This design comes from an exercise in tuning for small area, a short achievable clock period and few clock cycles on the open sky130 flow, not from production work. Function was checked by simulation only, so behaviour that the tests miss may differ from the original. Power figures rest on the tool's default switching activity, not on a simulated workload.

==> flow/design.v <==
module bl_engine (
  input  wire        clk,
  input  wire        rst,
  input  wire        rx_valid,
  input  wire [7:0]  rx_data,
  input  wire        rx_err,
  output wire        rx_ready,
  output wire        tx_valid,
  output wire [7:0]  tx_data,
  input  wire        tx_ready,
  output wire        op_valid,
  output wire [3:0]  op_cmd,
  output wire [31:0] op_addr,
  output wire [15:0] op_wdata,
  input  wire        op_ready,
  input  wire        op_ok,
  input  wire [31:0] op_rdata,
  input  wire        rdp_level,
  output wire        exited
);
  localparam [7:0] ACK  = 8'hCD;
  localparam [7:0] NACK = 8'hAB;
  localparam [3:0] OP_FLASH_UNLOCK = 4'd0;
  localparam [3:0] OP_FLASH_LOCK   = 4'd1;
  localparam [3:0] OP_OPT_UNLOCK   = 4'd2;
  localparam [3:0] OP_OPT_LOCK     = 4'd3;
  localparam [3:0] OP_PAGE_ERASE   = 4'd4;
  localparam [3:0] OP_MASS_ERASE   = 4'd5;
  localparam [3:0] OP_PROG_HALF    = 4'd6;
  localparam [3:0] OP_OPT_PROG_RDP = 4'd7;
  localparam [3:0] OP_OPT_LAUNCH   = 4'd8;
  localparam [3:0] OP_MEM_READ     = 4'd9;
  localparam [3:0] OP_SET_MSP      = 4'd10;
  localparam [3:0] OP_DEINIT       = 4'd11;
  localparam [3:0] OP_CALL         = 4'd12;
  localparam integer RL = 89;    
  localparam integer FB = 5;     
  function [31:0] crc_byte;
    input [31:0] c;
    input [7:0]  b;
    integer i;
    reg [31:0] x;
    begin
      x = c ^ {24'd0, b};
      for (i = 0; i < 32; i = i + 1)
        x = x[31] ? ((x << 1) ^ 32'h04C1_1DB7) : (x << 1);
      crc_byte = x;
    end
  endfunction
  function [2:0] next5;
    input [2:0] x;
    begin
      case (x)
        3'd0: next5 = 3'd1;
        3'd1: next5 = 3'd2;
        3'd2: next5 = 3'd3;
        3'd3: next5 = 3'd4;
        default: next5 = 3'd0;
      endcase
    end
  endfunction
  function [6:0] inc7;
    input [6:0] x;
    integer k;
    reg c;
    begin
      c = 1'b1;
      for (k = 0; k < 7; k = k + 1) begin
        inc7[k] = x[k] ^ c;
        c = c & x[k];
      end
    end
  endfunction
  function [6:0] dec7;
    input [6:0] x;
    integer k;
    reg b;
    begin
      b = 1'b1;
      for (k = 0; k < 7; k = k + 1) begin
        dec7[k] = x[k] ^ b;
        b = b & !x[k];
      end
    end
  endfunction
  reg        rdy;         
  reg        rxon;        
  reg        first_q;     
  reg        last_q;      
  reg [7:0]  cnt;         
  reg [2:0]  hp;          
  reg        par;         
  reg        bv;
  reg [7:0]  bd;
  reg        b_first, b_op, b_addr, b_len, b_dat, b_odd, b_trl, b_last, b_err;
  reg [31:0] crc;
  reg        m;           
  reg        n5, n6, n7, n9, wsh;   
  reg [7:0]  len_q;       
  reg        ndisc;       
  reg        c_id, c_jump, c_erase, c_write, c_chrop;
  reg [1:0]  c_sub;       
  reg        shape_q, dest_ok_q, e_ok_q, lvl_ok_q, valid_q, app_q;
  reg        txv;
  reg [7:0]  txd;         
  reg        t_nack, t_ack, t_rlen, t_pay, t_res;
  reg [3:0]  pidx;
  reg        opv;
  reg        pw;          
  reg [3:0]  opc;         
  reg [31:0] opa;
  reg [15:0] opd;
  reg        exited_q;
  reg [15:0] ring [0:RL-1];
  reg [7:0]  lo_q;
  reg        pend;        
  reg        first_hw;    
  reg [6:0]  wpos;        
  reg        w94;         
  reg [3:0]  roff;
  reg [6:0]  avl;         
  reg        avl_nz;
  reg [7:0]  sel;
  reg        hit;         
  reg [15:0] fifo [0:FB-1];
  reg [2:0]  fwp, frp;
  reg [FB-1:0] fth;       
  assign rx_ready = rdy;
  assign tx_valid = txv;
  assign tx_data  = txd;
  assign op_valid = opv;
  assign op_cmd   = opc;
  assign op_addr  = opa;
  assign op_wdata = opd;
  assign exited   = exited_q;
  wire acc     = rx_valid & rdy;
  wire trl_now = !first_q & (cnt[7:3] == 5'd0) & (cnt[2:0] <= 3'd4);
  wire dat_now = (hp == 3'd7) & !trl_now;
  wire end_now = rx_err | (first_q ? (rx_data == 8'd0) : last_q);
  wire wr_now  = pend & (first_hw | w94);
  wire pend_n  = (pend & !wr_now) | (acc & dat_now & par & !rx_err);
  wire fhw_n   = first_hw & !wr_now;
  wire stall_n = pend_n & !fhw_n & (wr_now | (wpos != 7'd87));
  wire [15:0] tap = ({16{sel[0]}} & ring[0]) |
                    ({16{sel[1]}} & ring[11]) |
                    ({16{sel[2]}} & ring[22]) |
                    ({16{sel[3]}} & ring[33]) |
                    ({16{sel[4]}} & ring[44]) |
                    ({16{sel[5]}} & ring[56]) |
                    ({16{sel[6]}} & ring[67]) |
                    ({16{sel[7]}} & ring[78]);
  wire fetch  = hit & avl_nz & !fth[FB-1];
  wire fempty = !fth[0];
  wire [15:0] head = fifo[frp];
  wire [3:0] rlast  = sel[4] ? 4'd11 : 4'd10;    
  wire [3:0] rlastp = sel[5] ? 4'd11 : 4'd10;    
  wire       rend   = (roff == rlast);
  wire       rbeg   = (roff == 4'd0);
  wire fire_tx = txv & tx_ready;
  wire fire_op = opv & op_ready;
  reg [7:0] rlen;
  always @(*) begin
    if (c_id)
      case (c_sub)
        2'd0: rlen = 8'd4;
        2'd1: rlen = 8'd12;
        2'd2: rlen = 8'd2;
        default: rlen = 8'd1;
      endcase
    else
      rlen = 8'd1;
  end
  wire pay_last = ({4'd0, pidx} == rlen);
  reg [7:0] pay;
  always @(*) begin
    if (c_jump)
      pay = {7'd0, valid_q};
    else
      case (c_sub)
        2'd0: pay = (pidx == 4'd0) ? 8'h64 : (pidx == 4'd1) ? 8'h01 : 8'h00;
        2'd1: pay = (pidx == 4'd10) ? 8'h20 : (pidx == 4'd11) ? 8'h21 : {4'h1, pidx};
        2'd2: pay = (pidx == 4'd0) ? 8'h10 : 8'h04;
        default: pay = {7'd0, rdp_level};
      endcase
  end
  wire w_more = (len_q[7:1] != 7'd0);    
  wire w_last = (len_q[7:1] == 7'd1);    
  wire pop    = !fempty & ((pw) |
                (fire_op & op_ok & (((opc == OP_PROG_HALF) & !w_last) |
                                    ((opc == OP_FLASH_UNLOCK) & c_write & w_more))));
  wire dec_now = acc & end_now;
  wire m2      = bv ? (m & (bd == crc[7:0])) : m;
  wire [7:0] c2 = bv ? crc[15:8] : crc[7:0];
  wire ack_ok  = !rx_err && !first_q && !ndisc && m2 && (rx_data == c2) && shape_q &&
                 (c_id || c_jump || c_erase || c_write || c_chrop);
  wire pre_ok = (c_erase && e_ok_q) || (c_write && dest_ok_q) || (c_chrop && lvl_ok_q);
  wire fin    = (fire_tx & (t_nack |
                            (t_pay & pay_last & !(c_jump & valid_q)) |
                            (t_res & !(c_chrop & txd[0])))) |
                (fire_op & (opc == OP_OPT_LAUNCH));
  wire [31:0] crc_x = crc ^ {24'd0, bd};
  wire [31:0] crc_nx;
  assign crc_nx[0] = ^(crc_x & 32'hF7011641);
  assign crc_nx[1] = ^(crc_x & 32'h19033AC3);
  assign crc_nx[2] = ^(crc_x & 32'hC50763C7);
  assign crc_nx[3] = ^(crc_x & 32'h8A0EC78E);
  assign crc_nx[4] = ^(crc_x & 32'hE31C995D);
  assign crc_nx[5] = ^(crc_x & 32'h313824FB);
  assign crc_nx[6] = ^(crc_x & 32'h627049F6);
  assign crc_nx[7] = ^(crc_x & 32'h33E185AD);
  assign crc_nx[8] = ^(crc_x & 32'h90C21D1B);
  assign crc_nx[9] = ^(crc_x & 32'h21843A36);
  assign crc_nx[10] = ^(crc_x & 32'hB409622D);
  assign crc_nx[11] = ^(crc_x & 32'h9F13D21B);
  assign crc_nx[12] = ^(crc_x & 32'hC926B277);
  assign crc_nx[13] = ^(crc_x & 32'h924D64EE);
  assign crc_nx[14] = ^(crc_x & 32'h249AC9DC);
  assign crc_nx[15] = ^(crc_x & 32'h493593B8);
  assign crc_nx[16] = ^(crc_x & 32'h656A3131);
  assign crc_nx[17] = ^(crc_x & 32'hCAD46262);
  assign crc_nx[18] = ^(crc_x & 32'h95A8C4C4);
  assign crc_nx[19] = ^(crc_x & 32'h2B518988);
  assign crc_nx[20] = ^(crc_x & 32'h56A31310);
  assign crc_nx[21] = ^(crc_x & 32'hAD462620);
  assign crc_nx[22] = ^(crc_x & 32'hAD8D5A01);
  assign crc_nx[23] = ^(crc_x & 32'hAC1BA243);
  assign crc_nx[24] = ^(crc_x & 32'h58374486);
  assign crc_nx[25] = ^(crc_x & 32'hB06E890C);
  assign crc_nx[26] = ^(crc_x & 32'h97DC0459);
  assign crc_nx[27] = ^(crc_x & 32'h2FB808B2);
  assign crc_nx[28] = ^(crc_x & 32'h5F701164);
  assign crc_nx[29] = ^(crc_x & 32'hBEE022C8);
  assign crc_nx[30] = ^(crc_x & 32'h7DC04590);
  assign crc_nx[31] = ^(crc_x & 32'hFB808B20);
  wire [31:0] a = opa;
  wire in_ram   = (a[31:16] == 16'h2000) && (a[15:12] < 4'h5);
  wire in_flash = (a[31:16] == 16'h0800);
  wire [8:0]  lsum = {1'b0, a[7:0]} + {1'b0, len_q};
  wire        lfit = !lsum[8] || (lsum[7:0] == 8'd0);
  wire [5:0]  eend = {1'b0, a[4:0]} + {1'b0, a[12:8]};    
  integer i;
  always @(posedge clk) begin
    ring[0] <= wr_now ? {bd, lo_q} : ring[RL-1];
    for (i = 1; i < RL; i = i + 1)
      ring[i] <= ring[i-1];
    if (fetch)
      fifo[fwp] <= tap;
  end
  always @(posedge clk) begin
    bv      <= acc & !rst;
    b_first <= first_q;
    b_op    <= (hp == 3'd1);
    b_addr  <= (hp >= 3'd2) && (hp <= 3'd5);
    b_len   <= (hp == 3'd6);
    b_dat   <= dat_now;
    b_odd   <= par;
    b_trl   <= trl_now;
    b_last  <= end_now;
    b_err   <= rx_err;
    if (acc) bd <= rx_data;
    shape_q   <= (c_id && n5) || (c_jump && n9) || (c_erase && n7) ||
                 (c_chrop && n6) || (c_write && wsh);
    dest_ok_q <= !a[0] && !len_q[0] &&
                 ((in_flash && (a[15:8] != 8'hFF || lfit)) ||
                  (in_ram && (a[15:8] != 8'h4F || lfit)));
    e_ok_q    <= (a[15:8] == 8'hFF) ||
                 (a[7:5] == 3'd0 && a[15:13] == 3'd0 && eend <= 6'd16);
    lvl_ok_q  <= (a[7:1] == 7'd0);
    valid_q   <= in_ram || in_flash;
    app_q     <= (a == 32'h0800_8000);
    if (acc) begin
      if (first_q) begin
        ndisc  <= (rx_data < 8'd5) || (rx_data > 8'd199);
        cnt    <= rx_data;
        last_q <= (rx_data == 8'd1);
      end else begin
        cnt    <= cnt - 8'd1;
        last_q <= (cnt == 8'd2);
      end
    end
    if (rst) begin
      first_q <= 1'b1;
      hp      <= 3'd0;
      par     <= 1'b0;
    end else if (acc) begin
      first_q <= end_now;
      hp      <= end_now ? 3'd0 : (hp == 3'd7) ? 3'd7 : hp + 3'd1;
      par     <= !end_now & (par ^ dat_now);
    end
    if (wr_now)
      wpos <= 7'd87;
    else
      wpos <= w94 ? 7'd0 : wpos + 7'd1;
    w94 <= !wr_now && (wpos == 7'd87);
    if (rst) begin
      pend     <= 1'b0;
      first_hw <= 1'b1;
    end else begin
      pend     <= pend_n;
      first_hw <= fhw_n | (bv & b_first);
    end
    if (wr_now && first_hw) begin
      roff <= 4'd0;
      sel  <= 8'h01;
      hit  <= 1'b1;
    end else if (fetch) begin
      roff <= rbeg ? rlastp : roff - 4'd1;
      if (rbeg) sel <= {sel[0], sel[7:1]};
      hit  <= (roff == 4'd1);
    end else begin
      roff <= rend ? 4'd0 : roff + 4'd1;
      if (rend) sel <= {sel[6:0], sel[7]};
      hit  <= rend;
    end
    if (fetch)
      fwp <= next5(fwp);
    if (pop)
      frp <= next5(frp);
    if (rst || (bv && b_first)) begin
      avl    <= 7'd0;
      avl_nz <= 1'b0;
      fth    <= {FB{1'b0}};
      fwp    <= 3'd0;
      frp    <= 3'd0;
    end else begin
      if (wr_now && !fetch)
        avl <= inc7(avl);
      else if (!wr_now && fetch)
        avl <= dec7(avl);
      avl_nz <= wr_now | (fetch ? (avl != 7'd1) : (avl != 7'd0));
      if (fetch && !pop)
        fth <= {fth[FB-2:0], 1'b1};
      else if (!fetch && pop)
        fth <= {1'b0, fth[FB-1:1]};
    end
    if (bv) begin
      if (b_first) begin
        n5 <= (bd == 8'd5);
        n6 <= (bd == 8'd6);
        n7 <= (bd == 8'd7);
        n9 <= (bd == 8'd9);
        wsh <= 1'b0;
      end
      if (b_op) begin
        c_id    <= (bd[7:2] == 6'b000100);
        c_sub   <= bd[1:0];
        c_jump  <= (bd == 8'h14);
        c_erase <= (bd == 8'h15);
        c_write <= (bd == 8'h16);
        c_chrop <= (bd == 8'h21);
      end
      if (b_addr)
        opa <= {bd, opa[31:8]};
      if (b_len) begin
        len_q <= bd;
        wsh   <= (cnt - 8'd4 == bd) && (cnt >= 8'd4);    
      end
      if (b_dat && !b_odd)
        lo_q <= bd;
    end
    if (rst || (bv && b_last)) begin
      crc <= 32'hFFFF_FFFF;
      m   <= 1'b1;
    end else if (bv) begin
      if (b_trl) begin
        crc <= {8'd0, crc[31:8]};
        m   <= m & (bd == crc[7:0]);
      end else begin
        crc <= crc_nx;
      end
    end else if (fire_op && opc == OP_MEM_READ) begin
      crc <= op_rdata;
    end
    if (rst) begin
      txv    <= 1'b0;
      t_nack <= 1'b0;
      t_ack  <= 1'b0;
      t_rlen <= 1'b0;
      t_pay  <= 1'b0;
      t_res  <= 1'b0;
      opv    <= 1'b0;
      pw     <= 1'b0;
      exited_q <= 1'b0;
    end else begin
      if (dec_now) begin
        txv <= 1'b1;
        if (ack_ok) t_ack  <= 1'b1;
        else        t_nack <= 1'b1;
      end
      if (fire_tx) begin
        if (t_nack) begin
          t_nack <= 1'b0;
          txv    <= 1'b0;
        end
        if (t_ack) begin
          t_ack  <= 1'b0;
          t_rlen <= 1'b1;
        end
        if (t_rlen) begin
          t_rlen <= 1'b0;
          if (c_erase || c_write || c_chrop) begin
            if (pre_ok) begin
              txv <= 1'b0;
              opv <= 1'b1;
            end else begin
              t_res <= 1'b1;
            end
          end else begin
            t_pay <= 1'b1;
          end
        end
        if (t_pay && pay_last) begin
          t_pay <= 1'b0;
          txv   <= 1'b0;
          if (c_jump && valid_q)
            opv <= 1'b1;
        end
        if (t_res) begin
          t_res <= 1'b0;
          txv   <= 1'b0;
          if (c_chrop && txd[0])
            opv <= 1'b1;
        end
      end
      if (pw && !fempty) begin
        pw  <= 1'b0;
        opv <= 1'b1;
      end
      if (fire_op) begin
        case (opc)
          OP_FLASH_UNLOCK: if (c_write && op_ok && w_more) begin
            opv <= !fempty;
            pw  <= fempty;
          end
          OP_FLASH_LOCK: begin
            opv   <= 1'b0;
            txv   <= 1'b1;
            t_res <= 1'b1;
          end
          OP_PROG_HALF: if (op_ok && !w_last) begin
            opv <= !fempty;
            pw  <= fempty;
          end
          OP_CALL: begin
            opv      <= 1'b0;
            exited_q <= 1'b1;
          end
          OP_OPT_LAUNCH: opv <= 1'b0;
          default: ;
        endcase
      end
    end
    if (dec_now) begin
      pidx <= 4'd0;
      txd  <= ack_ok ? ACK : NACK;
    end
    if (fire_tx) begin
      if (t_ack)
        txd <= rlen;
      if (t_rlen) begin
        pidx <= 4'd1;
        if (c_erase || c_write || c_chrop) begin
          opc <= OP_FLASH_UNLOCK;
          if (!pre_ok)
            txd <= 8'h00;
          if (c_erase) begin
            opa <= {12'h080, opa[7:0], 12'h000};
            opd <= {6'd0, opa[15:8], 2'b00};
          end
          if (c_chrop)
            opd <= {15'd0, opa[0]};
        end else begin
          txd <= pay;    
        end
      end
      if (t_pay) begin
        pidx <= pidx + 4'd1;
        txd  <= pay;
        if (app_q) begin
          opc <= OP_MEM_READ;
        end else begin
          opc    <= OP_CALL;
          opa[0] <= 1'b1;
        end
      end
      if (t_res)
        opc <= OP_OPT_LAUNCH;
    end
    if (pw && !fempty)
      opd <= head;
    if (fire_op) begin
      case (opc)
        OP_FLASH_UNLOCK: begin
          if (c_erase) begin
            if (op_ok) opc <= (opd[9:2] == 8'hFF) ? OP_MASS_ERASE : OP_PAGE_ERASE;
            else begin txd <= 8'h02; opc <= OP_FLASH_LOCK; end
          end else if (c_write) begin
            txd <= {7'd0, op_ok};
            opd <= head;
            opc <= (op_ok && w_more) ? OP_PROG_HALF : OP_FLASH_LOCK;
          end else begin
            if (op_ok) opc <= OP_OPT_UNLOCK;
            else begin txd <= 8'h00; opc <= OP_OPT_LOCK; end
          end
        end
        OP_OPT_UNLOCK: begin
          if (op_ok) opc <= OP_OPT_PROG_RDP;
          else begin txd <= 8'h00; opc <= OP_OPT_LOCK; end
        end
        OP_OPT_LOCK: opc <= OP_FLASH_LOCK;
        OP_PAGE_ERASE, OP_MASS_ERASE: begin
          txd <= op_ok ? 8'h03 : 8'h02;
          opc <= OP_FLASH_LOCK;
        end
        OP_PROG_HALF: begin
          opa[15:1] <= opa[15:1] + 15'd1;
          len_q     <= len_q - 8'd2;
          opd       <= head;
          if (!op_ok || w_last) begin
            txd <= {7'd0, op_ok};
            opc <= OP_FLASH_LOCK;
          end
        end
        OP_OPT_PROG_RDP: begin
          txd <= {7'd0, op_ok};
          opc <= OP_OPT_LOCK;
        end
        OP_MEM_READ: begin
          if (!opa[2]) begin    
            opa[2] <= 1'b1;
          end else begin
            opa <= crc;
            opc <= OP_SET_MSP;
          end
        end
        OP_SET_MSP: begin
          opa <= crc;
          opc <= OP_DEINIT;
        end
        OP_DEINIT: opc <= OP_CALL;
        default: ;
      endcase
    end
    if (rst) begin
      rxon <= 1'b1;
      rdy  <= 1'b1;
    end else begin
      rxon <= fin | (rxon & !(acc & end_now));
      rdy  <= (fin | (rxon & !(acc & end_now))) & !stall_n;
    end
  end
endmodule
==> flow/flow/run.sh <==
#!/bin/bash
# The standard layout, with buf_2 port buffers, timing repair aimed at a
# tighter setup target and CTS without dummy loads and with larger sink
# clusters; each ORFS step logs under
# orfs/logs/, the make output goes to standard.log.
cd "$(dirname "$0")/.."
bash standard.sh BUFFER_PORTS_ARGS="-buffer_cell sky130_fd_sc_hd__buf_2" SETUP_SLACK_MARGIN=7.0 \
  CTS_ARGS="-sink_clustering_enable -repair_clock_nets -dont_use_dummy_load -sink_clustering_size 24 -sink_clustering_max_diameter 80" finish > standard.log 2>&1
==> flow/standard.sh <==
#!/bin/bash
# synth_recipe.tcl (not shown) runs the flow's synth.tcl, then flattens the netlist and writes it again
# the make line also repeats each setting of config.mk as NAME=value (left out here)
make -C /OpenROAD-flow-scripts/flow DESIGN_CONFIG=/design/flow/config.mk WORK_HOME=/design/flow/orfs CLKGATE_MAP_FILE= SYNTH_SCRIPT=/design/flow/synth_recipe.tcl "${@:-finish}"
==> flow/config.mk <==
export PLATFORM = sky130hd
export DESIGN_NAME = bl_engine
export DESIGN_NICKNAME = bl_engine
export VERILOG_FILES = /design/flow/design.v
export SDC_FILE = /design/flow/constraint.sdc
export NUM_CORES = 4
export LEC_CHECK = 0
export CAP_MARGIN = 20
export CORE_MARGIN = 2
export CORE_UTILIZATION = 40
export PLACE_DENSITY = 0.6
export SLEW_MARGIN = 20
export TNS_END_PERCENT = 20
==> flow/constraint.sdc <==
create_clock -name core_clock -period 10.0 [get_ports {clk}]
set_input_delay 2.0000 -clock core_clock [delete_from_list [all_inputs] [get_ports {clk}]]
set_output_delay 2.0000 -clock core_clock [all_outputs]
set_load 0.01 [all_outputs]
==> results of run 1 <==
sequential cells by signal, indices dropped and copies added (netlist names), 4 cells and up, named ones only:
name,cells
wpos,7
opa,32
fifo,80
sel,8
bd,8
opc,4
roff,4
avl,7
ring,1424
txd,8
lo_q,8
cnt,8
len_q,8
crc,32
opd,16
fth,5
pidx,4
per-stage QoR:
stage               std cells  setup WS [ns]   util  hold slack, ns  instance area [um2]
floorplan                3348           6.63      -           0.310                46900
global placement         4847           5.84  0.421           0.310                48800
detailed placement       4848           5.83  0.421           0.312                48800
CTS                      4961           6.76  0.445           0.265                51600
global route             4976           6.75  0.447           0.268                51800
finish                   4979           6.81  0.447           0.264                51800
layout by cell type (no fill, tap or decap), types with 34 or more instances in the layout:
master     count
dfxtp_1     1535
a22oi_1       86
dfxtp_2       40
nand3_1       50
nor3_1        34
nor2_1       116
buf_6         35
a21oi_1      138
mux2i_1       50
edfxtp_1     119
o21ai_0       55
buf_2         70
ha_1          39
clkbuf_16     88
xnor2_1      194
nand2_1      162
buf_4         59
inv_1         49
xor2_1        61
cell usage after synthesis (20+ instances only):
cell type	instances	area, um2
a21oi_1	140	701
a22oi_1	86	646
buf_2	40	200
clkbuf_1	87	327
dfxtp_1	1604	32100
edfxtp_1	119	3570
ha_1	40	500
inv_1	50	188
mux2i_1	50	500
nand2_1	167	627
nand2b_1	20	125
nand3_1	52	260
nand4_1	29	181
nor2_1	118	443
nor3_1	35	175
o21ai_0	57	285
o21ai_1	27	135
xnor2_1	194	1700
xor2_1	61	534
cells by family after synthesis:
| kind of cell | count (synthesis) | synth area share |
|---|---|---|
| AOI/OAI and AO/OA | 475 | 0.0667 |
| DFF | 1723 | 0.764 |
| adders and majority gates | 43 | 0.0118 |
| buffers and inverters | 207 | 0.0190 |
| xor gates and xnor gates | 289 | 0.0618 |
| muxes | 69 | 0.0191 |
| and+or+nand+nor | 542 | 0.0578 |
worst paths after layout:
path	from	endpoint	slack, ns	cells past startpoint
min reg2reg	ring[42][13]	ring[43][13]	0.26	0
max	opa[28]	op_addr[28]	6.81	1
min	ring[42][13]	ring[43][13]	0.26	0
max reg2reg	bv	txd[1]	7.12	7
per-layer routing:
layer  track usage  share of wire  routed length [um]
met2         0.236           0.43               40500
met5             0              0                   0
met1         0.217           0.48               44800
met3        0.0319          0.057                5350
met4        0.0497          0.030                2780
timing repair:
action                                  in CTS  in global routing
resized for setup                          133                 31
setup buffers                               25                 15
endpoints found under the setup margin     110                132
layout make-up:
| class | count | share of cell area |
|---|---|---|
| diodes | 3 | 0.000145 |
| clock buffers | 88 | 0.0425 |
| inverters | 54 | 0.00398 |
| multi-input cells | 1418 | 0.201 |
| flip-flops and latches | 1723 | 0.691 |
| well taps | 1524 | 0.0368 |
| repair buffers | 169 | 0.0244 |
report_power, final:
part           switching, W  internal, W
Sequential         0.000106      0.00697
Combinational      0.000686     0.000601
Clock               0.00196      0.00157
==> summary.txt, run 1 <==
Outcome
  – Status: timing/DRC/antenna clean

Synthesis
  – Synth cell types: 93
  – Yosys warnings: 2
  – Number of flops mapped to enable cells by yosys: roughly 120
  – Syn nets: around 3400
  – Cell count after synthesis: between 3000 and 4000
  – Mapped Area: 46700 um2
  – Register bit total from synthesis: 1723
  – Dominant synthesized flop cell: dfxtp_1
  – Post-synth ARST share: 0
  – Syn Area/Cell: 14.0 um2
  – Register area share after synthesis: 0.764

Critical path
  – Critical Path Source Type: flop
  – Crit path max-delay family: flip-flops
  – Setup crit end kind: primary output
  – Critical path, cell by cell: buf_2
  – Slowest cell on crit path: dfxtp_2
  – Buffers and inverters on the worst path: 1
  – Max stage delay on crit path: approximately 0.40 ns
  – CP Data Arrival Time: approximately 1.2 ns
  – Data required, critical path: 8.00 ns
  – Worst Path Max Fanout: 4
  – Critical path class: flop to primary output

Timing
  – Setup Skew: 0.116 ns
  – Slew HR: 0.295
  – # setup viols final: 0
  – Final worst-path cycle share: 0.319
  – Tmin final: 3.19 ns
  – Fmax: 313 MHz
  – Slew @ Worst Pin: around 1.1 ns
  – Setup TNS Final: 0 ns
  – Endpoints failing hold: 0
  – RSZ-0062 raised after global routing: true
  – Max Slew Vio Count: 0

Routing
  – Post-Route WL: 93500 um
  – Vias per std cell: ~4.7
  – DRC viols: 0
  – Initial DRC count: about 1800
  – Final ANT Viol Nets: 0
  – Iteration count of the initial detailed-routing pass: 5
  – Vias: between 20000 and 25000
  – Avg WL per Cell: 18.8 um

Clock network
  – TritonCTS clock tree: yes
  – Worst-path clk slew: approximately 0.1 ns
  – Clock latency (worst-skew pair): ~0.68 ns
  – H-tree depth: 3
  – Clock tree buffer depth: 3
  – Sink Count: approximately 1700
  – Hold_buf cts: 0
  – Number of CTS-inserted buffers: between 80 and 90
  – CTS root buffer: clkbuf_16

Run
  – Max_cap viols: 0

Final layout
  – Filler cells: 10300
  – Final #Nets: ~3500
  – Area occupied by multi-input gates: approximately 10000 um2
  – FF+latch area: between 30000 and 40000 um2
  – P&R area growth vs syn: 11.0%
  – Layout cells sized above 1: 0.124

Floorplan
  – IO Count: around 110
  – Initial Utilization: 0.403
  – Die width: about 350 um
  – Number of core rows: around 130
  – Core Area: between 100000 and 150000 um2
  – Die Y: about 350 um
  – Total die area: roughly 120000 um2

Power and ir drop
  – Pwr per Cell Area: 229 nW/um2
  – Max VDD drop: approximately 0.12 mV
  – Leak pwr: a little under 20 nW
  – Tot Pwr: 0.0119 W

Placement
  – I/O Buffers: about 110
  – GPL Wtd Cong: around 0.87
  – Detailed placement HPWL: 59500 um

GRT
  – Initial antenna violation count: 2
  – GRT Util Overall: 0.154
  – Largest net degree at the start of global routing: roughly 50
  – Overflow after GRT: 0
  – Vias in the first global route: about 23000
  – First-pass GRT wire length: 141000 um

Hold path
  – Hold Path Class: flop to flop
Testbench counts, summed over its fixed seeds: cycles 52,366.
==> run 2, diff against run 1 <==
--- a/flow/config.mk
+++ b/flow/config.mk
@@ -12,2 +12 @@
 export SLEW_MARGIN = 20
-export TNS_END_PERCENT = 20
==> run 2 against run 1 <==
  * Maximum frequency increased by 1.1%
  * Design area grew 0.56%
  * Cell count increased by 0.28%
  * First-iteration DRC count increased by 1.1%
  * Utilization increased by 0.25 points
  * Global-route usage is essentially flat
  * Total power shrank 0.14%
  * Combinational power about the same
  * Critical endpoint is now op_addr[27]
  * Largest cell class unchanged
  * Largest power group unchanged
==> summary.txt, run 2 <==
Synthesis
  – Mapped Area: 46700 um2 (unchanged)
  – Synth cell count leaders: 1604 x dfxtp_1, 194 x xnor2_1, 167 x nand2_1
  – Count leader, synth: dfxtp_1
  – Synth top area share: 0.687 (unchanged)
  – Syn Area/Cell: 14.0 um2 (unchanged)
  – Cell count after synthesis: 3348 (unchanged)
  – Yosys warnings: 2 (unchanged)
  – Synth area leader: dfxtp_1
  – Register area share after synthesis: 0.764 (unchanged)
  – Top post-synthesis cells by area: dfxtp_1 69%, edfxtp_1 7.6%, xnor2_1 3.6%
  – Synth cell types: 93 (unchanged)
  – Register bit total from synthesis: 1723 (unchanged)
  – Post-synth ARST share: 0 (unchanged)
  – Dominant synthesized flop cell: dfxtp_1
  – Syn nets: 3438 (unchanged)
  – Number of flops mapped to enable cells by yosys: 119 (unchanged)

GRT
  – Overflow after GRT: 0 (unchanged)
  – Largest net degree at the start of global routing: 51 (unchanged)
  – First-pass GRT wire length: 142000 um (+0.76%)
  – Initial antenna violation count: 1 (-1)
  – GRT Util Overall: 0.154 (+0.000215)
  – Vias in the first global route: 23000 (+1.1%)

Run
  – Max_cap viols: 0 (unchanged)

Placement
  – I/O Buffers: 111 (unchanged)
  – Placed Instances: 4843 (-0.10%)
  – Detailed placement HPWL: 58200 um (-2.3%)
  – DP Area: 48800 um2 (about the same)
  – GPL Wtd Cong: 0.860 (-1.1%)

Routing
  – Final ANT Viol Nets: 0 (unchanged)
  – Avg WL per Cell: 18.6 um (-0.74%)
  – Initial DRC count: 1782 (+1.1%)
  – Vias: 23700 (+0.32%)
  – Post-Route WL: 93000 um (-0.46%)
  – Vias per std cell: 4.75 (about the same)
  – DRC viols: 0 (unchanged)
  – Iteration count of the initial detailed-routing pass: 6 (+1)

Timing
  – Tmin final: 3.16 ns (-0.0360 ns)
  – Slew @ Worst Pin: 1.12 ns (+0.0667 ns)
  – Slew HR: 0.253 (-0.0419)
  – Max Slew Vio Count: 0 (unchanged)
  – Final worst-path cycle share: 0.316 (-0.00360)
  – WHS: 0.292 ns (+0.0278 ns)
  – Endpoints failing hold: 0 (unchanged)
  – Setup Skew: 0.0637 ns (-0.0520 ns)
  – RSZ-0062 raised after global routing: true
  – Fmax: 317 MHz (+1.1%)
  – # setup viols final: 0 (unchanged)
  – Setup TNS Final: 0 ns (unchanged)

Power and ir drop
  – Max VDD drop: 0.123 mV (+4.5%)
  – Pwr per Cell Area: 228 nW/um2 (-0.70%)
  – Leak pwr: 20.0 nW (+0.65%)

Clock network
  – Number of CTS-inserted buffers: 85 (-3.4%)
  – H-tree depth: 3 (unchanged)
  – Hold_buf cts: 0 (unchanged)
  – Clock tree buffer depth: 3 (unchanged)
  – TritonCTS clock tree: yes
  – Worst-path clk slew: 0.09 ns (about the same)
  – Sink Count: 1723 (unchanged)
  – CTS root buffer: clkbuf_16
  – Clock latency (worst-skew pair): 0.67 ns (about the same)

Critical path
  – CP Data Arrival Time: 1.16 ns (-0.03 ns)
  – Critical Path End: op_addr[27]
  – Worst R2R End: crc[6]
  – Buffers and inverters on the worst path: 1 (unchanged)
  – Setup crit end kind: primary output
  – Critical path, cell by cell: buf_6
  – R2r setup slk: 7.15 ns (+0.03 ns)
  – CP Launch Point: opa[27]
  – Crit path depth: 1 (unchanged)
  – Worst Path Max Fanout: 5 (+1)
  – Slowest cell on crit path: dfxtp_4
  – Critical path class: flop to primary output
  – Critical Path Source Type: flop
  – Crit path max-delay family: flip-flops
  – Reg2reg path depth: 10 (+3)
  – Worst R2R Start: crc[6]
  – Max stage delay on crit path: 0.40 ns (about the same)
  – Data required, critical path: 8.00 ns (about the same)

Final layout
  – Max FFs per register: 1424 (unchanged)
  – Commonest non-fill, non-tap cells in the layout: 1530 x dfxtp_1, 194 x xnor2_1, 162 x nand2_1, 138 x a21oi_1, 119 x edfxtp_1
  – Final #Nets: 3561 (+0.48%)
  – Final Cell Area: 52100 um2 (+0.56%)
  – Layout cells sized above 1: 0.132 (+0.00804)
  – Non-filler cells in the finished layout: 4993 (+0.28%)
  – Top Registers: ring: 1424 flops, fifo: 80 flops
  – Most common cell after layout, fill and taps aside: dfxtp_1
  – Inserted Diodes: 0 (-3)
  – Layout Utilization: 0.449 (+0.00250)
  – P&R area growth vs syn: 11.6%
  – Largest Register: ring

Floorplan
  – Core Area: 116000 um2 (unchanged)
  – IO Count: 112 (unchanged)
  – Die width: 346 um (unchanged)
  – Die Y: 346 um (unchanged)
  – Number of core rows: 125 (unchanged)
  – Initial Utilization: 0.403 (unchanged)
  – Total die area: 120000 um2 (unchanged)

Outcome
  – Status: timing/DRC/antenna clean

Hold path
  – Hold Path Class: flop to flop
run 2: report_power, final:
| part | internal [W] | total, W | switching (W) | leakage, nW |
|---|---|---|---|---|
| registers | 0.00697 | 0.00708 | 0.000109 | 14.2 |
| clock network | 0.00152 | 0.00349 | 0.00197 | 1.05 |
| logic | 0.000614 | 0.00131 | 0.000700 | 4.69 |
run 2: worst min path at each step:
stage / startpoint / endpoint / slack (ns) / depth (start not counted)
finish: ring[51][15] / ring[52][15] / 0.29 / 0
global placement: ring[32][13] / ring[33][13] / 0.31 / 0
CTS: ring[58][3] / ring[59][3] / 0.30 / 0
floorplan: ring[9][0] / ring[10][0] / 0.31 / 0
global route: ring[58][3] / ring[59][3] / 0.29 / 0
detailed placement: ring[10][11] / ring[11][11] / 0.31 / 0
run 2: kinds of logic after synthesis:
family,Yosys count,share of synthesized area
AND/OR/NAND/NOR,542,0.0578
buffers and inverters,207,0.0190
flip-flops,1723,0.764
adder cells (fa/ha/maj),43,0.0118
AO/OA/AOI/OAI,475,0.0667
multiplexers,69,0.0191
XOR/XNOR,289,0.0618
run 2: timing repair:
item,in CTS,in global routing
pin swaps,2,2
endpoints found under the hold margin,0,0
cloned,1,1
resized for setup,198,11
setup endpoints to repair,113,106
setup buffers,53,9
run 2: layout make-up:
class	instances	area, um2
timing repair inverter	1	5.00
inverter	54	206
timing repair buffer	187	1550
sequential	1723	35900
fill	10300	63900
tap	1524	1910
clock buffer	85	2130
multi-input combinational	1419	10400
run 2: worst reg2reg max path, stage by stage, from the launching register on:
cell and delay, ns:
dfxtp_2 0.49, xor2_4 0.37, inv_1 0.09, ha_1 0.48, xor2_1 0.30, xnor2_1 0.18, xor2_1 0.19, xnor3_1 0.25
nor2_1 0.12, xnor2_1 0.17, o21ai_1 0.08
run 2: per-layer routing:
metal  global-route usage  wire length (um)  share of wire
met1                0.221             45300           0.49
met2                0.232             39500           0.42
met3               0.0315              5200          0.056
met4               0.0513              2990          0.032
met5                    0                 0              0
run 2: per-stage QoR:
step	power [W]	setup WS, ns
after floorplan	0.00817	6.63
after global placement	0.00849	5.82
after detailed placement	0.00849	5.82
after CTS	0.0120	6.77
after global routing	0.0123	6.78
final	0.0119	6.84
==> run 3, diff against run 2 <==
--- a/flow/config.mk
+++ b/flow/config.mk
@@ -9,4 +9,4 @@
 export CORE_MARGIN = 2
-export CORE_UTILIZATION = 40
-export PLACE_DENSITY = 0.6
+export CORE_UTILIZATION = 50
+export PLACE_DENSITY = 0.65
 export SLEW_MARGIN = 20
==> run 3 against run 2 <==
  * Critical path depth stayed put
  * Design area is 0.51% lower
  * Clock-buffer cell count is 2 higher
  * Utilization is 11 points higher
  * Critical endpoint is now op_wdata[1]
  * Sequential share of layout area is 0.36 points higher
  * Routed wire length is 2.6% lower
  * Register-to-register slack better by 0.05 ns
  * Still clean on timing, DRC and antenna
  * Non-clock buffer count is 4 higher
  * Synthesized cell count stayed put
  * Cell count is 5.2% lower
  * Die area is 20% lower
==> summary.txt, run 3 <==
Final layout
  – Layout cells sized above 1: 0.134 (+0.00146)
  – Most common cell after layout, fill and taps aside: dfxtp_1
  – Top Registers: ring: 1424 flops, fifo: 80 flops
  – Largest Register: ring
  – P&R area growth vs syn: 11.0%
  – Final #Nets: 3568 (+0.20%)
  – Commonest non-fill, non-tap cells in the layout: 1530 x dfxtp_1, 194 x xnor2_1, 162 x nand2_1, 138 x a21oi_1, 119 x edfxtp_1
  – Final Cell Area: 51900 um2 (-0.51%)
  – Max FFs per register: 1424 (unchanged)

Floorplan
  – Die width: 310 um (-10%)
  – Number of core rows: 112 (-10%)
  – Die Y: 310 um (-10%)
  – Initial Utilization: 0.503 (+0.100)
  – Total die area: 95900 um2 (-20%)
  – IO Count: 112 (unchanged)
  – Core Area: 92900 um2 (-20%)

Timing
  – Max Slew Vio Count: 0 (unchanged)
  – # setup viols final: 0 (unchanged)
  – Fmax: 313 MHz (-1.4%)
  – Tmin final: 3.20 ns (+0.0438 ns)
  – Endpoints failing hold: 0 (unchanged)
  – Setup TNS Final: 0 ns (unchanged)
  – Setup Skew: 0.0904 ns (+0.0267 ns)
  – Slew HR: 0.305 (+0.0526)
  – Slew @ Worst Pin: 1.04 ns (-0.0804 ns)
  – RSZ-0062 raised after global routing: true
  – Final worst-path cycle share: 0.320 (+0.00438)

GRT
  – Largest net degree at the start of global routing: 51 (unchanged)
  – Initial antenna violation count: 7 (+6)
  – Vias in the first global route: 22600 (-1.8%)
  – First-pass GRT wire length: 136000 um (-4.2%)
  – Overflow after GRT: 0 (unchanged)
  – GRT Util Overall: 0.188 (+0.0335)

Critical path
  – Critical path class: flop to primary output
  – Setup crit end kind: primary output
  – Worst Path Max Fanout: 2 (-3)
  – Crit path max-delay family: flip-flops
  – Buffers and inverters on the worst path: 1 (unchanged)
  – Slowest cell on crit path: dfxtp_4
  – Critical path, cell by cell: buf_6
  – CP Data Arrival Time: 1.20 ns (+0.04 ns)
  – Critical Path Source Type: flop
  – Data required, critical path: 8.00 ns (about the same)
  – Max stage delay on crit path: 0.41 ns (about the same)

Power and ir drop
  – Leak pwr: 20.0 nW (+0.26%)
  – Clock share of power: 0.295 (about the same)
  – Int Power: 0.00913 W (+0.38%)
  – NetSw: 0.00276 W (-0.65%)
  – Combinational Power Share: 0.110 (about the same)
  – Sw frac: 0.232 (-0.00184)
  – Sequential share of power: 0.595 (about the same)
  – Max VDD drop: 0.155 mV (+27%)
  – Tot Pwr: 0.0119 W (+0.14%)
  – Pwr per Cell Area: 229 nW/um2 (+0.65%)

Placement
  – GPL Wtd Cong: 0.880 (+2.3%)
  – I/O Buffers: 111 (unchanged)
  – DP Area: 48500 um2 (-0.68%)
  – Detailed placement HPWL: 56800 um (-2.3%)

Run
  – Max_cap viols: 0 (unchanged)

Clock network
  – TritonCTS clock tree: yes
  – CTS root buffer: clkbuf_16
  – Clock latency (worst-skew pair): 0.67 ns (about the same)
  – Number of CTS-inserted buffers: 87 (+2.4%)
  – Worst-path clk slew: 0.09 ns (about the same)
  – Sink Count: 1723 (unchanged)
  – H-tree depth: 3 (unchanged)
  – Hold_buf cts: 0 (unchanged)
  – Clock tree buffer depth: 3 (unchanged)

Synthesis
  – Synth cell count leaders: 1604 x dfxtp_1, 194 x xnor2_1, 167 x nand2_1
  – Synth top area share: 0.687 (unchanged)
  – Synth area leader: dfxtp_1
  – Synth cell types: 93 (unchanged)
  – Mapped Area: 46700 um2 (unchanged)
  – Syn Area/Cell: 14.0 um2 (unchanged)
  – Register area share after synthesis: 0.764 (unchanged)
  – Yosys warnings: 2 (unchanged)
  – Cell count after synthesis: 3348 (unchanged)
  – Dominant synthesized flop cell: dfxtp_1
  – Syn nets: 3438 (unchanged)
  – Post-synth ARST share: 0 (unchanged)
  – Top post-synthesis cells by area: dfxtp_1 69%, edfxtp_1 7.6%, xnor2_1 3.6%
  – Number of flops mapped to enable cells by yosys: 119 (unchanged)
  – Register bit total from synthesis: 1723 (unchanged)
  – Count leader, synth: dfxtp_1

Routing
  – Vias per std cell: 5.03 (+6.0%)
  – Vias: 23800 (+0.41%)
  – Avg WL per Cell: 19.2 um (+2.8%)
  – Final ANT Viol Nets: 0 (unchanged)
  – Post-Route WL: 90700 um (-2.6%)
  – DRC viols: 0 (unchanged)
  – Iteration count of the initial detailed-routing pass: 7 (+1)
  – Initial DRC count: 2050 (+15%)

Outcome
  – Status: timing/DRC/antenna clean

Hold path
  – Hold Path Class: flop to flop
[run 3: changes by cell type in the layout (fill, tap and decap cells not counted), moves of 2 or more]
cell and delta:
buf_4 +4, diode_2 +2, buf_8 -4, clkbuf_16 +2, buf_6 +4
[run 3: final timing paths]
kind         cells past startpoint           end  slack (ns)    startpoint
max                              1   op_wdata[1]        6.80        opd[1]
min                              0  ring[30][12]        0.27  ring[29][12]
max reg2reg                      9        crc[6]        7.20        crc[7]
min reg2reg                      0  ring[30][12]        0.27  ring[29][12]
[run 3: area by class of cell]
class	count	area [um2]
Tap cell	1254	1570
Sequential cell	1723	35900
Antenna cell	2	5.00
Multi-Input combinational cell	1420	10500
Fill cell	7467	41000
Inverter	54	206
Timing Repair Buffer	191	1560
Timing Repair inverter	1	5.00
Clock buffer	87	2180
[run 3: metrics by stage]
stage | utilization | worst slack, ns | instances | hold slack (ns)
CTS | 0.557 | 6.76 | 4717 | 0.272
global placement | 0.522 | 5.82 | 4575 | 0.310
floorplan | - | 6.63 | 3348 | 0.310
finish | 0.558 | 6.80 | 4732 | 0.268
detailed placement | 0.522 | 5.81 | 4575 | 0.312
global route | 0.558 | 6.76 | 4730 | 0.274
[run 3: power by group through the flow]
stage / registers, W / clock network [W] / logic (W)
6_report: 0.00708 / 0.00351 / 0.00130
5_1_grt: 0.00708 / 0.00383 / 0.00140
4_1_cts: 0.00708 / 0.00360 / 0.00128
3_5_place_dp: 0.00726 / 0 / 0.00121
3_3_place_gp: 0.00726 / 0 / 0.00121
2_1_floorplan: 0.00716 / 0 / 0.00100
[run 3: timing repair]
item                                    4_1_cts  5_1_grt
buffers inserted                             53       12
endpoints found under the setup margin      104      100
pin swaps                                     2        2
gates cloned                                  2        1
resized for setup                           188        9
[run 3: per-layer routing]
layer  global-route usage  part of all wire  vias to the layer above
li1                     -                 -                    11500
met1                0.264              0.47                    11400
met2                0.292              0.44                      676
met3               0.0323             0.053                      193
met4               0.0683             0.036                        4
met5                    0           0.00039                        -
[run 3: kinds of logic (layout without fill, tap and decap cells)]
| family | after synthesis | in the layout | share of synthesized area |
|---|---|---|---|
| DFF | 1723 | 1723 | 0.764 |
| AOI/OAI and AO/OA | 475 | 475 | 0.0667 |
| other | 0 | 2 | 0 |
| xor gates and xnor gates | 289 | 289 | 0.0618 |
| muxes | 69 | 69 | 0.0191 |
| adders and majority gates | 43 | 43 | 0.0118 |
| and+or+nand+nor | 542 | 544 | 0.0578 |
| buffers and inverters | 207 | 333 | 0.0190 |
==> run 4, diff against run 3 <==
--- a/flow/design.v
+++ b/flow/design.v
@@ -360,3 +360,3 @@
     end
-    if (rst || (bv && b_last)) begin
+    if (rxon && first_q && !bv) begin
       crc <= 32'hFFFF_FFFF;
--- a/flow/config.mk
+++ b/flow/config.mk
@@ -9,4 +9,4 @@
 export CORE_MARGIN = 2
-export CORE_UTILIZATION = 50
-export PLACE_DENSITY = 0.65
+export CORE_UTILIZATION = 35
+export PLACE_DENSITY = 0.55
 export SLEW_MARGIN = 20
==> run 4 against run 3 <==
  * Still clean
  * Global-route usage is 4.4 points lower
  * Critical path depth stayed put
  * Sequential share of layout area is 0.82 points lower
  * Design area is 1.2% higher
  * Combinational power is about 90% higher
  * Flip-flop and latch count is 1 lower
  * Non-clock buffer count is 16 higher
  * Hold slack better by 0.022 ns
  * Sequential power is 1% higher
  * Cell count is 12% higher
  * Clock skew is 0.018 ns lower
  * Total power is 10% higher
==> summary.txt, run 4 <==
Clock network
  – Hold_buf cts: 0 (unchanged)
  – Number of CTS-inserted buffers: 85 (-2.3%)
  – Clock tree buffer depth: 3 (unchanged)
  – Sink Count: 1722 (-0.058%)
  – Worst-path clk slew: 0.10 ns (about the same)
  – CTS root buffer: clkbuf_16
  – TritonCTS clock tree: yes
  – Clock latency (worst-skew pair): 0.69 ns (+0.02 ns)
  – H-tree depth: 3 (unchanged)

Placement
  – DP Area: 49000 um2 (+1.1%)
  – GPL Wtd Cong: 0.880 (about the same)
  – Detailed placement HPWL: 62700 um (+10%)
  – I/O Buffers: 111 (unchanged)
  – Placed Instances: 5131 (+12%)

Critical path
  – Critical path, cell by cell: buf_6
  – Data required, critical path: 8.00 ns (about the same)
  – Worst Path Max Fanout: 2 (unchanged)
  – Setup crit end kind: primary output
  – Reg2reg path depth: 10 (+1)
  – Crit path max-delay family: flip-flops
  – Critical Path Source Type: flop
  – Worst R2R Start: bd[7]
  – Critical path class: flop to primary output
  – CP Data Arrival Time: 1.23 ns (+0.03 ns)
  – Max stage delay on crit path: 0.44 ns (+0.03 ns)
  – Worst R2R End: crc[5]
  – Slowest cell on crit path: dfxtp_4
  – Buffers and inverters on the worst path: 1 (unchanged)
  – R2r setup slk: 7.18 ns (-0.02 ns)

Timing
  – Setup Skew: 0.0729 ns (-0.0175 ns)
  – Max Slew Vio Count: 0 (unchanged)
  – Tmin final: 3.23 ns (+0.0281 ns)
  – # setup viols final: 0 (unchanged)
  – Final worst-path cycle share: 0.323 (+0.00281)
  – Slew HR: 0.319 (+0.0133)
  – Fmax: 310 MHz (-0.87%)
  – RSZ-0062 raised after global routing: true
  – Endpoints failing hold: 0 (unchanged)
  – Slew @ Worst Pin: 1.02 ns (-0.0185 ns)
  – Setup TNS Final: 0 ns (unchanged)

Routing
  – Vias per std cell: 4.54 (-9.8%)
  – Vias: 24000 (+0.63%)
  – DRC viols: 0 (unchanged)
  – Initial DRC count: 2051 (+0.049%)
  – Avg WL per Cell: 18.8 um (-2.1%)
  – Final ANT Viol Nets: 0 (unchanged)
  – Iteration count of the initial detailed-routing pass: 6 (-1)
  – Post-Route WL: 99100 um (+9.3%)

Power and ir drop
  – Tot Pwr: 0.0131 W (+10%)
  – Leak pwr: 20.0 nW (+0.15%)
  – Max VDD drop: 0.122 mV (-21%)
  – Pwr per Cell Area: 250 nW/um2 (+8.9%)

Final layout
  – Max FFs per register: 1424 (unchanged)
  – Layout cells sized above 1: 0.130 (-0.00388)
  – Area occupied by multi-input gates: 10300 um2 (-1.4%)
  – Largest Register: ring
  – P&R area growth vs syn: 12.9%
  – Layout Utilization: 0.399 (-0.159)
  – Non-filler cells in the finished layout: 5281 (+12%)
  – FF+latch area: 35900 um2 (about the same)
  – Commonest non-fill, non-tap cells in the layout: 1532 x dfxtp_1, 205 x nand2_1, 202 x xnor2_1, 133 x nor2_1, 125 x a21oi_1
  – Top Registers: ring: 1424 flops, fifo: 80 flops
  – Inserted Diodes: 0 (-2)
  – Final Cell Area: 52500 um2 (+1.2%)
  – Filler cells: 12200 (+64%)
  – Most common cell after layout, fill and taps aside: dfxtp_1
  – Final #Nets: 3618 (+1.4%)

Floorplan
  – IO Count: 112 (unchanged)
  – Number of core rows: 133 (+19%)
  – Initial Utilization: 0.353 (-0.150)
  – Die width: 368 um (+19%)
  – Core Area: 132000 um2 (+42%)
  – Total die area: 136000 um2 (+42%)
  – Die Y: 368 um (+19%)

GRT
  – Vias in the first global route: 23000 (+1.5%)
  – First-pass GRT wire length: 148000 um (+8.5%)
  – GRT Util Overall: 0.144 (-0.0438)
  – Overflow after GRT: 0 (unchanged)
  – Initial antenna violation count: 3 (-4)
  – Largest net degree at the start of global routing: 33 (-35%)

Synthesis
  – Dominant synthesized flop cell: dfxtp_1
  – Mapped Area: 46500 um2 (-0.48%)
  – Register area share after synthesis: 0.767 (+0.00323)
  – Register bit total from synthesis: 1722 (-0.058%)
  – Synth area leader: dfxtp_1
  – Count leader, synth: dfxtp_1
  – Number of flops mapped to enable cells by yosys: 119 (unchanged)
  – Cell count after synthesis: 3380 (+0.96%)
  – Yosys warnings: 2 (unchanged)
  – Syn Area/Cell: 13.8 um2 (-1.4%)
  – Top post-synthesis cells by area: dfxtp_1 69%, edfxtp_1 7.7%, xnor2_1 3.8%
  – Synth cell count leaders: 1603 x dfxtp_1, 207 x nand2_1, 203 x xnor2_1
  – Syn nets: 3470 (+0.93%)
  – Synth cell types: 72 (-23%)
  – Synth top area share: 0.690 (+0.00286)
  – Post-synth ARST share: 0 (unchanged)

Run
  – Max_cap viols: 0 (unchanged)

Hold path
  – Hold Path Class: flop to flop
  – Hold Startpoint: ring[63][9]
  – WHS Path Cells: 0 (unchanged)
  – Worst Hold Endpoint: ring[64][9]

Outcome
  – Status: timing/DRC/antenna clean
==> run 4: changes by cell type after synthesis, sizes merged, moves of 10 or more <==
cell,before,now
clkbuf,87,97
nor3b,19,8
a21oi,141,128
nand2,167,207
nor2,118,139
buf,66,51
==> run 4: worst max-delay path by stage <==
stage                        endpoint  startpoint  slack [ns]  cells after the start
after floorplan                fth[1]    op_ready        6.63                     11
after global placement        opa[14]    op_ready        5.86                      5
after detailed placement      opa[14]    op_ready        5.74                      5
after CTS                 op_wdata[0]      opd[0]        6.74                      1
after global routing      op_wdata[0]      opd[0]        6.73                      1
final                     op_wdata[0]      opd[0]        6.77                      1
==> run 4: worst register-to-register path: cells and delay by family, from the launching register on <==
kind / cells / cell delay, ns
xor+xnor: 6 / 1.51
fa+ha+maj: 1 / 0.42
flops: 1 / 0.38
buf+inv: 1 / 0.25
simple gates: 1 / 0.08
compound gates: 1 / 0.07
==> run 4: report_power, final <==
| group | internal (W) | switching [W] | total [W] | leakage (nW) |
|---|---|---|---|---|
| sequential | 0.00698 | 0.000178 | 0.00716 | 14.2 |
| clock | 0.00152 | 0.00197 | 0.00348 | 1.05 |
| combinational | 0.00116 | 0.00131 | 0.00247 | 4.75 |
| total | 0.00965 | 0.00346 | 0.0131 | 20.0 |
==> run 4: final cells by class <==
type | instances | area share
clock buffers | 85 | 0.0405
inverters | 52 | 0.00379
multi-input cells | 1459 | 0.196
flip-flops and latches | 1722 | 0.684
well taps | 1755 | 0.0418
repair buffers | 207 | 0.0337
repair inverters | 1 | 0.0000953
==> run 4: metal layers <==
layer / up-vias / global-route usage / routed length (um) / share of wire
li1: 11600 / - / - / -
met1: 11600 / 0.205 / 47500 / 0.48
met2: 636 / 0.215 / 42300 / 0.43
met3: 149 / 0.0336 / 6480 / 0.065
met4: 0 / 0.0448 / 2770 / 0.028
met5: - / 0 / 0 / 0
==> run 4: cell families after synthesis <==
kind of cell,count (synthesis),synth area share
xor+xnor,298,0.0614
flops,1722,0.767
simple gates,585,0.0586
mux,74,0.0203
buf+inv,200,0.0176
compound gates,459,0.0634
fa+ha+maj,42,0.0116
==> run 4: per-stage QoR <==
step                      hold slack (ns)  worst slack (ns)
after CTS                           0.288              6.74
after floorplan                     0.310              6.63
after detailed placement            0.312              5.74
after global routing                0.288              6.73
final                               0.290              6.77
after global placement              0.310              5.86
==> run 4: what timing repair did <==
| action | CTS | global route |
|---|---|---|
| buffers inserted | 51 | 11 |
| pin swaps | 6 | 9 |
| gates cloned | 1 | 1 |
| hold endpoints to repair | 0 | 0 |
| gates resized for setup | 216 | 28 |
| setup endpoints to repair | 99 | 94 |
Testbench counts of run 4, summed over its fixed seeds: cycles 52,366.
==> run 5, diff against run 4 <==
--- a/flow/config.mk
+++ b/flow/config.mk
@@ -9,4 +9,5 @@
 export CORE_MARGIN = 2
-export CORE_UTILIZATION = 35
-export PLACE_DENSITY = 0.55
+export CORE_UTILIZATION = 40
+export PLACE_DENSITY = 0.6
 export SLEW_MARGIN = 20
+export TNS_END_PERCENT = 20
==> run 5 against run 4 <==
  * Utilization rose by 4.7 points
  * Largest cell class unchanged
  * Maximum frequency up 0.36%
  * Hold slack lost 0.020 ns
  * Design area shrank 1.8%
  * Via count is 0.90% lower
  * Clock-buffer cell count grew 1
  * Routed wire length fell by 5.7%
  * Cell count shrank 4.9%
  * Sequential share of layout area up 1.1 points
  * Sequential power about the same
==> summary.txt, run 5 <==
Timing
  – Setup TNS Final: 0 ns (unchanged)
  – Tmin final: 3.22 ns (-0.0115 ns)
  – Slew @ Worst Pin: 0.976 ns (-0.0460 ns)
  – WHS: 0.270 ns (-0.0201 ns)
  – Endpoints failing hold: 0 (unchanged)
  – Worst setup margin: 6.78 ns (+0.0115 ns)
  – Fmax: 311 MHz (+0.36%)
  – RSZ-0062 raised after global routing: true
  – Max Slew Vio Count: 0 (unchanged)
  – Setup Skew: 0.0838 ns (+0.0109 ns)
  – # setup viols final: 0 (unchanged)
  – Slew HR: 0.347 (+0.0283)
  – Final worst-path cycle share: 0.322 (-0.00115)

Synthesis
  – Synth cell types: 72 (unchanged)
  – Register area share after synthesis: 0.767 (unchanged)
  – Synth top area share: 0.690 (unchanged)
  – Syn nets: 3470 (unchanged)
  – Synth area leader: dfxtp_1
  – Mapped Area: 46500 um2 (unchanged)
  – Register bit total from synthesis: 1722 (unchanged)
  – Post-synth ARST share: 0 (unchanged)
  – Dominant synthesized flop cell: dfxtp_1
  – Cell count after synthesis: 3380 (unchanged)
  – Top post-synthesis cells by area: dfxtp_1 69%, edfxtp_1 7.7%, xnor2_1 3.8%
  – Yosys warnings: 2 (unchanged)
  – Count leader, synth: dfxtp_1
  – Number of flops mapped to enable cells by yosys: 119 (unchanged)
  – Syn Area/Cell: 13.8 um2 (unchanged)
  – Synth cell count leaders: 1603 x dfxtp_1, 207 x nand2_1, 203 x xnor2_1

GRT
  – Largest net degree at the start of global routing: 37 (+12%)
  – First-pass GRT wire length: 140000 um (-5.3%)
  – Overflow after GRT: 0 (unchanged)
  – Vias in the first global route: 22700 (-1.4%)
  – GRT Util Overall: 0.155 (+0.0110)
  – Initial antenna violation count: 4 (+1)

Clock network
  – Number of CTS-inserted buffers: 86 (+1.2%)
  – Clock tree buffer depth: 3 (unchanged)
  – Sink Count: 1722 (unchanged)
  – TritonCTS clock tree: yes
  – Worst-path clk slew: 0.09 ns (about the same)
  – CTS root buffer: clkbuf_16
  – H-tree depth: 3 (unchanged)
  – Clock latency (worst-skew pair): 0.69 ns (about the same)

Routing
  – DRC viols: 0 (unchanged)
  – Iteration count of the initial detailed-routing pass: 5 (-1)
  – Avg WL per Cell: 18.6 um (-0.83%)
  – Final ANT Viol Nets: 0 (unchanged)
  – Vias: 23700 (-0.90%)
  – Initial DRC count: 1871 (-8.8%)
  – Post-Route WL: 93400 um (-5.7%)
  – Vias per std cell: 4.73 (+4.2%)

Final layout
  – P&R area growth vs syn: 10.9%
  – Layout cells sized above 1: 0.114 (-0.0160)
  – Largest Register: ring
  – Max FFs per register: 1424 (unchanged)
  – Commonest non-fill, non-tap cells in the layout: 1545 x dfxtp_1, 206 x nand2_1, 203 x xnor2_1, 134 x nor2_1, 127 x a21oi_1
  – FF+latch area: 35800 um2 (-0.22%)
  – Top Registers: ring: 1424 flops, fifo: 80 flops
  – Filler cells: 10400 (-15%)
  – Final #Nets: 3587 (-0.86%)
  – Layout Utilization: 0.446 (+0.0468)
  – Area occupied by multi-input gates: 10200 um2 (-1.4%)
  – Most common cell after layout, fill and taps aside: dfxtp_1

Critical path
  – Critical Path Source Type: flop
  – Critical path class: flop to primary output
  – Buffers and inverters on the worst path: 1 (unchanged)
  – R2r setup slk: 6.96 ns (-0.22 ns)
  – Worst Path Max Fanout: 2 (unchanged)
  – Crit path max-delay family: flip-flops
  – Data required, critical path: 8.00 ns (about the same)
  – Setup crit end kind: primary output
  – CP Data Arrival Time: 1.22 ns (about the same)
  – Slowest cell on crit path: dfxtp_4
  – Critical path, cell by cell: buf_6
  – Max stage delay on crit path: 0.44 ns (about the same)

Placement
  – Setup WS pre-CTS: 5.80 ns (+0.0529 ns)
  – Detailed placement HPWL: 59700 um (-4.8%)
  – GPL Wtd Cong: 0.900 (+2.2%)
  – I/O Buffers: 111 (unchanged)

Hold path
  – Hold Path Class: flop to flop

Floorplan
  – Die width: 345 um (-6.4%)
  – IO Count: 112 (unchanged)
  – Total die area: 119000 um2 (-12%)
  – Initial Utilization: 0.402 (+0.0485)
  – Die Y: 345 um (-6.4%)
  – Number of core rows: 125 (-6.0%)
  – Core Area: 116000 um2 (-12%)

Power and ir drop
  – Leak pwr: 19.8 nW (-1.3%)
  – Pwr per Cell Area: 254 nW/um2 (+1.7%)
  – Max VDD drop: 0.158 mV (+29%)

Outcome
  – Status: timing/DRC/antenna clean

Run
  – Max_cap viols: 0 (unchanged)
[run 5: cell counts after synthesis]
No cell type changed its count.
[run 5: logic make-up (layout without fill, tap and decap cells)]
family	count (synthesis)	in the layout	share of synthesized area
AND/OR/NAND/NOR	585	585	0.0586
other	0	3	0
buffers and inverters	200	315	0.0176
adder cells (fa/ha/maj)	42	42	0.0116
XOR/XNOR	298	298	0.0614
AO/OA/AOI/OAI	459	459	0.0634
flip-flops	1722	1722	0.767
multiplexers	74	74	0.0203
[run 5: metal layers]
layer | up-vias | global-route usage | part of all wire
li1 | 11500 | - | -
met1 | 11400 | 0.218 | 0.48
met2 | 632 | 0.238 | 0.43
met3 | 188 | 0.0338 | 0.059
met4 | 0 | 0.0478 | 0.034
met5 | - | 0 | 0
[run 5: timing repair]
| action | 4_1_cts | 5_1_grt |
|---|---|---|
| hold buffers | 0 | 0 |
| buffers inserted | 23 | 23 |
| endpoints found under the setup margin | 122 | 111 |
| pin swaps | 1 | 8 |
| resized for setup | 96 | 65 |
[run 5: final timing paths]
kind | from | end | depth (start not counted)
worst min-delay path | ring[60][14] | ring[61][14] | 0
worst max register to register | opc[1] | fth[1] | 11
worst min register to register | ring[60][14] | ring[61][14] | 0
worst max-delay path | opd[0] | op_wdata[0] | 1
[run 5: stage by stage]
step / instance area [um2] / power (W) / instances
after floorplan: 46600 / 0.00913 / 3380
after global placement: 48600 / 0.00972 / 4887
after detailed placement: 48600 / 0.00972 / 4887
after CTS: 51200 / 0.0132 / 4996
after global routing: 51600 / 0.0136 / 5020
final: 51600 / 0.0131 / 5022
[run 5: power breakdown]
part / switching [W] / internal [W] / total [W]
registers: 0.000204 / 0.00698 / 0.00719
logic: 0.00128 / 0.00113 / 0.00241
clock network: 0.00197 / 0.00153 / 0.00350
total: 0.00345 / 0.00964 / 0.0131
[run 5: cell type report]
cell class,instances,area share
Sequential cell,1722,0.694
Antenna cell,3,0.000146
Tap cell,1524,0.0370
Clock buffer,86,0.0417
Multi-Input combinational cell,1458,0.197
Inverter,52,0.00386
Timing Repair Buffer,177,0.0258
==> run 6, diff against run 5 <==
--- a/flow/config.mk
+++ b/flow/config.mk
@@ -12,2 +12 @@
 export SLEW_MARGIN = 20
-export TNS_END_PERCENT = 20
==> run 6 against run 5 <==
  * Still clean on timing, DRC and antenna
  * Maximum frequency up 0.59%
  * Register-to-register slack improved by 0.21 ns
  * Combinational power is essentially flat
  * Critical path type unchanged
  * Largest cell class unchanged
==> summary.txt, run 6 <==
Timing
  – RSZ-0062 raised after global routing: true
  – Endpoints failing hold: 0 (unchanged)
  – Fmax: 313 MHz (+0.59%)
  – Slew HR: 0.265 (-0.0824)
  – # setup viols final: 0 (unchanged)
  – Worst setup margin: 6.80 ns (+0.0190 ns)
  – Setup TNS Final: 0 ns (unchanged)
  – Setup Skew: 0.0650 ns (-0.0188 ns)
  – Slew @ Worst Pin: 1.10 ns (+0.121 ns)
  – Tmin final: 3.20 ns (-0.0190 ns)
  – Max Slew Vio Count: 0 (unchanged)
  – Final worst-path cycle share: 0.320 (-0.00190)

Final layout
  – Most common cell after layout, fill and taps aside: dfxtp_1
  – Layout Utilization: 0.450 (+0.00415)
  – Largest Register: ring
  – Max FFs per register: 1424 (unchanged)
  – Layout cells sized above 1: 0.127 (+0.0133)
  – Commonest non-fill, non-tap cells in the layout: 1530 x dfxtp_1, 205 x nand2_1, 202 x xnor2_1, 133 x nor2_1, 125 x a21oi_1
  – Top Registers: ring: 1424 flops, fifo: 80 flops
  – Final #Nets: 3607 (+0.56%)
  – Filler cells: 10300 (-0.93%)
  – P&R area growth vs syn: 12.0%

Critical path
  – Setup crit end kind: primary output
  – Critical Path Source Type: flop
  – Max stage delay on crit path: 0.43 ns (about the same)
  – Critical path class: flop to primary output
  – Crit path max-delay family: flip-flops
  – Data required, critical path: 8.00 ns (about the same)
  – Worst Path Max Fanout: 2 (unchanged)
  – Buffers and inverters on the worst path: 1 (unchanged)
  – Slowest cell on crit path: dfxtp_4
  – Critical path, cell by cell: buf_6
  – CP Data Arrival Time: 1.20 ns (-0.02 ns)

GRT
  – Initial antenna violation count: 1 (-3)
  – First-pass GRT wire length: 142000 um (+1.8%)
  – Largest net degree at the start of global routing: 34 (-8.1%)
  – Vias in the first global route: 22800 (+0.45%)
  – GRT Util Overall: 0.159 (+0.00421)
  – Overflow after GRT: 0 (unchanged)

Routing
  – Vias per std cell: 4.77 (+0.93%)
  – Avg WL per Cell: 18.9 um (+1.7%)
  – Vias: 24100 (+1.3%)
  – Iteration count of the initial detailed-routing pass: 6 (+1)
  – Post-Route WL: 95400 um (+2.1%)
  – Final ANT Viol Nets: 0 (unchanged)
  – Initial DRC count: 2103 (+12%)
  – DRC viols: 0 (unchanged)

Clock network
  – H-tree depth: 3 (unchanged)
  – CTS root buffer: clkbuf_16
  – Number of CTS-inserted buffers: 85 (-1.2%)
  – TritonCTS clock tree: yes
  – Clock tree buffer depth: 3 (unchanged)
  – Clock latency (worst-skew pair): 0.68 ns (about the same)
  – Worst-path clk slew: 0.09 ns (about the same)
  – Sink Count: 1722 (unchanged)

Synthesis
  – Post-synth ARST share: 0 (unchanged)
  – Register bit total from synthesis: 1722 (unchanged)
  – Synth cell types: 72 (unchanged)
  – Number of flops mapped to enable cells by yosys: 119 (unchanged)
  – Cell count after synthesis: 3380 (unchanged)
  – Syn nets: 3470 (unchanged)
  – Count leader, synth: dfxtp_1
  – Synth top area share: 0.690 (unchanged)
  – Mapped Area: 46500 um2 (unchanged)
  – Synth area leader: dfxtp_1
  – Yosys warnings: 2 (unchanged)
  – Register area share after synthesis: 0.767 (unchanged)
  – Top post-synthesis cells by area: dfxtp_1 69%, edfxtp_1 7.7%, xnor2_1 3.8%
  – Synth cell count leaders: 1603 x dfxtp_1, 207 x nand2_1, 203 x xnor2_1
  – Syn Area/Cell: 13.8 um2 (unchanged)
  – Dominant synthesized flop cell: dfxtp_1

Floorplan
  – Die Y: 345 um (unchanged)
  – Die width: 345 um (unchanged)
  – Total die area: 119000 um2 (unchanged)
  – IO Count: 112 (unchanged)
  – Number of core rows: 125 (unchanged)
  – Initial Utilization: 0.402 (unchanged)
  – Core Area: 116000 um2 (unchanged)

Run
  – Max_cap viols: 0 (unchanged)

Power and ir drop
  – Leak pwr: 20.0 nW (+0.89%)
  – Pwr per Cell Area: 251 nW/um2 (-1.1%)
  – Max VDD drop: 0.140 mV (-12%)

Placement
  – I/O Buffers: 111 (unchanged)
  – Setup WS pre-CTS: 5.82 ns (+0.0221 ns)
  – GPL Wtd Cong: 0.897 (-0.27%)
  – Detailed placement HPWL: 60500 um (+1.3%)

Outcome
  – Status: timing/DRC/antenna clean

Hold path
  – Hold Path Class: flop to flop
==> run 6: cell counts after synthesis <==
No cell type changed its count.
==> run 6: final cells by class <==
class / count / area [um2] / share of cell area
antenna: 1 / 2.50 / 0.0000481
clock buffer: 85 / 2130 / 0.0409
inverter: 52 / 199 / 0.00382
multi-input combinational: 1459 / 10300 / 0.197
sequential: 1722 / 35900 / 0.689
tap: 1524 / 1910 / 0.0366
timing repair buffer: 196 / 1650 / 0.0318
timing repair inverter: 1 / 5.00 / 0.0000962
==> run 6: final timing paths <==
path,startpoint,to,slack [ns],cells past startpoint
min reg2reg,ring[52][5],ring[53][5],0.27,0
max,opd[0],op_wdata[0],6.80,1
min,ring[52][5],ring[53][5],0.27,0
max reg2reg,bv,crc[2],7.17,5
==> run 6: kinds of logic after synthesis <==
kind of cell | share of synthesized area
AO/OA/AOI/OAI | 0.0634
XOR/XNOR | 0.0614
multiplexers | 0.0203
adder cells (fa/ha/maj) | 0.0116
flip-flops | 0.767
AND/OR/NAND/NOR | 0.0586
buffers and inverters | 0.0176
==> run 6: layer usage <==
| layer | track usage | part of all wire | vias up |
|---|---|---|---|
| li1 | - | - | 11600 |
| met2 | 0.239 | 0.43 | 718 |
| met1 | 0.226 | 0.47 | 11600 |
| met5 | 0 | 0 | - |
| met4 | 0.0515 | 0.030 | 0 |
| met3 | 0.0371 | 0.073 | 166 |
==> run 6: where the power goes <==
part           internal (W)  switching [W]  total, W
clock network       0.00152        0.00196   0.00347
registers           0.00698       0.000193   0.00717
logic               0.00115        0.00127   0.00242
==> run 6: what timing repair did <==
action	in CTS	in global routing
endpoints found under the setup margin	102	92
hold buffers	0	0
cloned	1	1
resized for setup	208	22
pin swaps	2	8
buffers inserted	52	10
==> run 6: metrics by stage <==
step	instances	hold WS [ns]	power [W]	cell area [um2]
after floorplan	3380	0.310	0.00913	46700
after global placement	4890	0.310	0.00968	48700
after detailed placement	4890	0.312	0.00968	48700
final	5040	0.273	0.0131	52000
after global routing	5039	0.280	0.0136	52000
after CTS	5028	0.275	0.0131	51900

==> static timing again, ports no longer ideal <==
How much do the figures lean on ideal ports? The routed layouts below were timed once more, with nothing changed but the port constraints. Step 1 assumes that a clkbuf_16 drives the clock port and a buf_2 every other input. Step 2, shift: input delay + t, output delay - t, t = (earliest + latest rising clock arrival at the registers) / 2. This alone moves slack from input paths to output paths. Slacks: no drivers / after step 1 / after step 2; pairs: no drivers / after step 1.
run	t (ns)	setup WS [ns]
run 1	0.689	6.809 / 6.740 / 6.193
run 2	0.709	6.845 / 6.774 / 6.352
run 3	0.677	6.801 / 6.743 / 6.362
run 4	0.699	6.773 / 6.707 / 6.301
run 5	0.701	6.784 / 6.718 / 6.171
run 6	0.698	6.803 / 6.739 / 6.301
After both steps every run listed still meets setup and hold.
